From an optimization exercise on the open Yosys and OpenROAD flow, aimed at small area, a short achievable clock period and few clock cycles; shortcuts taken in it are not production practice. Only simulation tests tie the RTL to the original design; equivalence was not proved.

==> inputs of tundra <==
Design rs_codec, start of the top module:
module rs_codec (
    input  wire       clk,
    input  wire       rst,
    input  wire       in_valid,
    output wire       in_ready,
    input  wire [7:0] in_data,
    input  wire       in_mode,
    output wire       out_valid,
    output wire [7:0] out_data,
    output wire       out_ok,
    output wire       out_last
);
export LEC_CHECK = 0
export CAP_MARGIN = 30
export CORE_MARGIN = 2
export CORE_UTILIZATION = 50
export CTS_CLUSTER_DIAMETER = 60
export CTS_CLUSTER_SIZE = 25
export SLEW_MARGIN = 30
create_clock -name core_clock -period 20.0 [get_ports {clk}]
standard.sh (not shown) runs the stock make flow with config.mk's settings and CLKGATE_MAP_FILE= SYNTH_SCRIPT=/design/flow/synth_recipe.tcl, a recipe that flattens the netlist after the stock synthesis.
==> flow/flow/run.sh <==
#!/bin/bash
set -euo pipefail
bash standard.sh SETUP_SLACK_MARGIN=14.65 SKIP_GATE_CLONING=1 finish > make_finish.log 2>&1
==> delta (differences from tundra) <==
--- a/flow/design.v
+++ b/flow/design.v
@@ -735,26 +735,29 @@
         for (j = 0; j <= T; j = j + 1)
             if (lam[j] != 8'h00) deg_cur = j;
     end
     localparam integer CP   = 4;
     localparam integer CEND = (N + CP - 1) / CP - 1;
-    reg  [7:0] ce [0:CP-1];
-    reg  [4:0] cz;
+    reg  [7:0]    ce [0:CP-1];
+    reg  [CP-1:0] cz;            
     always @* begin
-        cz = 5'd0;
         for (i = 0; i < CP; i = i + 1) begin
             ce[i] = 8'h00;
             for (j = 0; j <= T; j = j + 1)
                 ce[i] = ce[i] ^ gf_mul(bpol[j], gf_apow(i * j));
-            if (ce[i] == 8'h00 && (cc != CEND || CP * CEND + i < N))
-                cz = cz + 5'd1;
+            cz[i] = (ce[i] == 8'h00) && (cc != CEND || CP * CEND + i < N);
         end
     end
-    wire       cnt_end   = (cc == CEND);
-    reg  [4:0] cz_q;             
-    reg        cfin;             
-    wire [4:0] nroots_nx = nroots + cz_q;
+    wire          cnt_end = (cc == CEND);
+    reg  [CP-1:0] cz_q;          
+    reg           cfin;          
+    reg  [4:0]    nroots_nx;
+    always @* begin
+        nroots_nx = nroots;
+        for (i = 0; i < CP; i = i + 1)
+            nroots_nx = nroots_nx + {4'd0, cz_q[i]};
+    end
     always @(posedge clk) begin
         chk <= 1'b0;
         if ((dstate == D_BM && ph != 2'd0) || om_act) begin
             if (ph == 2'd1) begin
                 pa <= h_dot;
@@ -828,11 +831,11 @@
                 if (chk) begin
                     k  <= 6'd1;
                     ph <= 2'd1;
                     cc     <= 7'd0;
                     nroots <= 5'd0;
-                    cz_q   <= 5'd0;
+                    cz_q   <= {CP{1'b0}};
                     cfin   <= 1'b0;
                     for (j = 0; j <= T; j = j + 1) bpol[j] <= lam[j];
                     if (len > T || deg_cur != len) begin
                         dok    <= 1'b0;
                         dstate <= D_DONE;
@@ -979,20 +982,16 @@
         out_ok_q   <= (ostate == O_PAR) || !o_mode || o_ok;
         out_last_q <= (ostate == O_PAR) ? (o_cnt == N-1) : (o_mode && o_cnt == K-1);
         out_data_q <= (ostate == O_PAR) ? ct[NP-1] :
                       !o_mode ? head : (o_ok ? (head ^ corr_q) : 8'h00);
     end
+    wire [7:0] c_pos = acc ? ((!nb_first && nb_last) ? 8'd0 : nb_pos + 8'd1) : nb_pos;
+    wire       c_buf = (acc && !nb_first && nb_last) ? ~nb_buf : nb_buf;
     wire       pok0  = !hold[0] || (ostate == O_PAY && !ob);
     wire       pok1  = !hold[1] || (ostate == O_PAY &&  ob);
-    wire       wrap  = !nb_first && nb_last;
-    wire [7:0] n_pos = wrap ? 8'd0 : nb_pos + 8'd1;
-    wire       n_buf = wrap ? ~nb_buf : nb_buf;
-    wire       ok_stay = (nb_pos < K)   ? (nb_buf ? pok1 : pok0) :
-                         (nb_pos == N-1) ? (dstate == D_IDLE) : 1'b1;
-    wire       ok_next = (n_pos < K)    ? (n_buf ? pok1 : pok0) :
-                         (n_pos == N-1)  ? (dstate == D_IDLE) : 1'b1;
-    wire       c_ok  = acc ? ok_next : ok_stay;
+    wire       c_ok  = (c_pos < K)     ? (c_buf ? pok1 : pok0) :
+                       (c_pos == N-1)  ? (dstate == D_IDLE) : 1'b1;
     always @(posedge clk) begin
         if (rst) begin
             in_ready_q <= 1'b0;
             in_busy    <= 1'b1;
         end else begin
==> flow/flow/run.sh (replaced) <==
#!/bin/bash
set -euo pipefail
bash standard.sh SETUP_SLACK_MARGIN=14.75 SKIP_GATE_CLONING=1 finish > make_finish.log 2>&1
CORE_UTILIZATION = 45   (was 50)
==> juniper (differences from tundra) <==
--- a/flow/design.v
+++ b/flow/design.v
@@ -735,26 +735,29 @@
         for (j = 0; j <= T; j = j + 1)
             if (lam[j] != 8'h00) deg_cur = j;
     end
     localparam integer CP   = 4;
     localparam integer CEND = (N + CP - 1) / CP - 1;
-    reg  [7:0] ce [0:CP-1];
-    reg  [4:0] cz;
+    reg  [7:0]    ce [0:CP-1];
+    reg  [CP-1:0] cz;            
     always @* begin
-        cz = 5'd0;
         for (i = 0; i < CP; i = i + 1) begin
             ce[i] = 8'h00;
             for (j = 0; j <= T; j = j + 1)
                 ce[i] = ce[i] ^ gf_mul(bpol[j], gf_apow(i * j));
-            if (ce[i] == 8'h00 && (cc != CEND || CP * CEND + i < N))
-                cz = cz + 5'd1;
+            cz[i] = (ce[i] == 8'h00) && (cc != CEND || CP * CEND + i < N);
         end
     end
-    wire       cnt_end   = (cc == CEND);
-    reg  [4:0] cz_q;             
-    reg        cfin;             
-    wire [4:0] nroots_nx = nroots + cz_q;
+    wire          cnt_end = (cc == CEND);
+    reg  [CP-1:0] cz_q;          
+    reg           cfin;          
+    reg  [4:0]    nroots_nx;
+    always @* begin
+        nroots_nx = nroots;
+        for (i = 0; i < CP; i = i + 1)
+            nroots_nx = nroots_nx + {4'd0, cz_q[i]};
+    end
     always @(posedge clk) begin
         chk <= 1'b0;
         if ((dstate == D_BM && ph != 2'd0) || om_act) begin
             if (ph == 2'd1) begin
                 pa <= h_dot;
@@ -828,11 +831,11 @@
                 if (chk) begin
                     k  <= 6'd1;
                     ph <= 2'd1;
                     cc     <= 7'd0;
                     nroots <= 5'd0;
-                    cz_q   <= 5'd0;
+                    cz_q   <= {CP{1'b0}};
                     cfin   <= 1'b0;
                     for (j = 0; j <= T; j = j + 1) bpol[j] <= lam[j];
                     if (len > T || deg_cur != len) begin
                         dok    <= 1'b0;
                         dstate <= D_DONE;
@@ -979,20 +982,16 @@
         out_ok_q   <= (ostate == O_PAR) || !o_mode || o_ok;
         out_last_q <= (ostate == O_PAR) ? (o_cnt == N-1) : (o_mode && o_cnt == K-1);
         out_data_q <= (ostate == O_PAR) ? ct[NP-1] :
                       !o_mode ? head : (o_ok ? (head ^ corr_q) : 8'h00);
     end
+    wire [7:0] c_pos = acc ? ((!nb_first && nb_last) ? 8'd0 : nb_pos + 8'd1) : nb_pos;
+    wire       c_buf = (acc && !nb_first && nb_last) ? ~nb_buf : nb_buf;
     wire       pok0  = !hold[0] || (ostate == O_PAY && !ob);
     wire       pok1  = !hold[1] || (ostate == O_PAY &&  ob);
-    wire       wrap  = !nb_first && nb_last;
-    wire [7:0] n_pos = wrap ? 8'd0 : nb_pos + 8'd1;
-    wire       n_buf = wrap ? ~nb_buf : nb_buf;
-    wire       ok_stay = (nb_pos < K)   ? (nb_buf ? pok1 : pok0) :
-                         (nb_pos == N-1) ? (dstate == D_IDLE) : 1'b1;
-    wire       ok_next = (n_pos < K)    ? (n_buf ? pok1 : pok0) :
-                         (n_pos == N-1)  ? (dstate == D_IDLE) : 1'b1;
-    wire       c_ok  = acc ? ok_next : ok_stay;
+    wire       c_ok  = (c_pos < K)     ? (c_buf ? pok1 : pok0) :
+                       (c_pos == N-1)  ? (dstate == D_IDLE) : 1'b1;
     always @(posedge clk) begin
         if (rst) begin
             in_ready_q <= 1'b0;
             in_busy    <= 1'b1;
         end else begin
CORE_UTILIZATION = 45   (was 50)
==> reports/results.tsv <==
stage	metric	value	unit
outcome	status	failed layout checks	
outcome	violatedChecks	antenna violations	
finish	layout.nonclk_buf_share	2.435	%
routing	wl	690800	um
routing	ant_nets	1	
timing	max_freq	183.6	MHz
place	placed_area	0.1877	mm2
That was juniper.
==> reports/results.tsv <==
stage	metric	value	unit
floorplanning	dieArea	0.3663	mm2
timing	max_freq	182.3	MHz
routing	wl	725900	um
outcome	status	timing/DRC/antenna clean	
finish	layout.nonclk_buf_share	2.741	%
routing	ant_nets	0	
setup_path	r2r_start	bpol[13][0]	
place	placed_area	0.1881	mm2
That was tundra.
==> reports/results.tsv <==
stage	metric	value	unit
place	placed_area	0.1877	mm2
global_route	grt_use_met1	45.06	%
routing	wl	691400	um
outcome	status	timing/DRC/antenna clean	
finish	layout.nonclk_buf_share	2.504	%
setup_path	cp-endpoint	in_ready	
That was delta.
Testbench counts of tundra, summed over its fixed seeds: cycles 59,537.
Testbench counts of delta, summed over its fixed seeds: cycles 59,537.
Testbench counts of juniper, summed over its fixed seeds: cycles 59,537.

==> afterwards: timing with drivers on the ports <==
The flow's constraints put no driver on any port. The routed layouts listed below were extracted and timed again, unchanged, in two steps.
Step 1 assumes that a clkbuf_16 drives the clock port and a buf_2 every other input.
Step 2 also shifts input and output timing later by t, the mid clock arrival at the registers, as if the neighbouring blocks saw the same clock.
Three values: ideal, step 1, step 2; two values: the first two.
run | t, ns | setup WS [ns] | worst hold slack (ns) | worst setup path at the end | latest minus earliest clock arrival (ns)
tundra | 1.040 | 14.516 / 14.454 / 13.904 | 0.381 / 0.381 / 0.381 | input to register | 0.084 / 0.083
delta | 1.038 | 14.562 / 14.452 / 13.728 | 0.407 / 0.407 / 0.407 | input to register | 0.075 / 0.075
juniper | 1.058 | 14.553 / 14.433 / 13.734 | 0.406 / 0.406 / 0.406 | input to register | 0.069 / 0.069
The setup slack of delta, which loses most, moves by -0.110 ns with the drivers and by -0.834 ns with both steps.
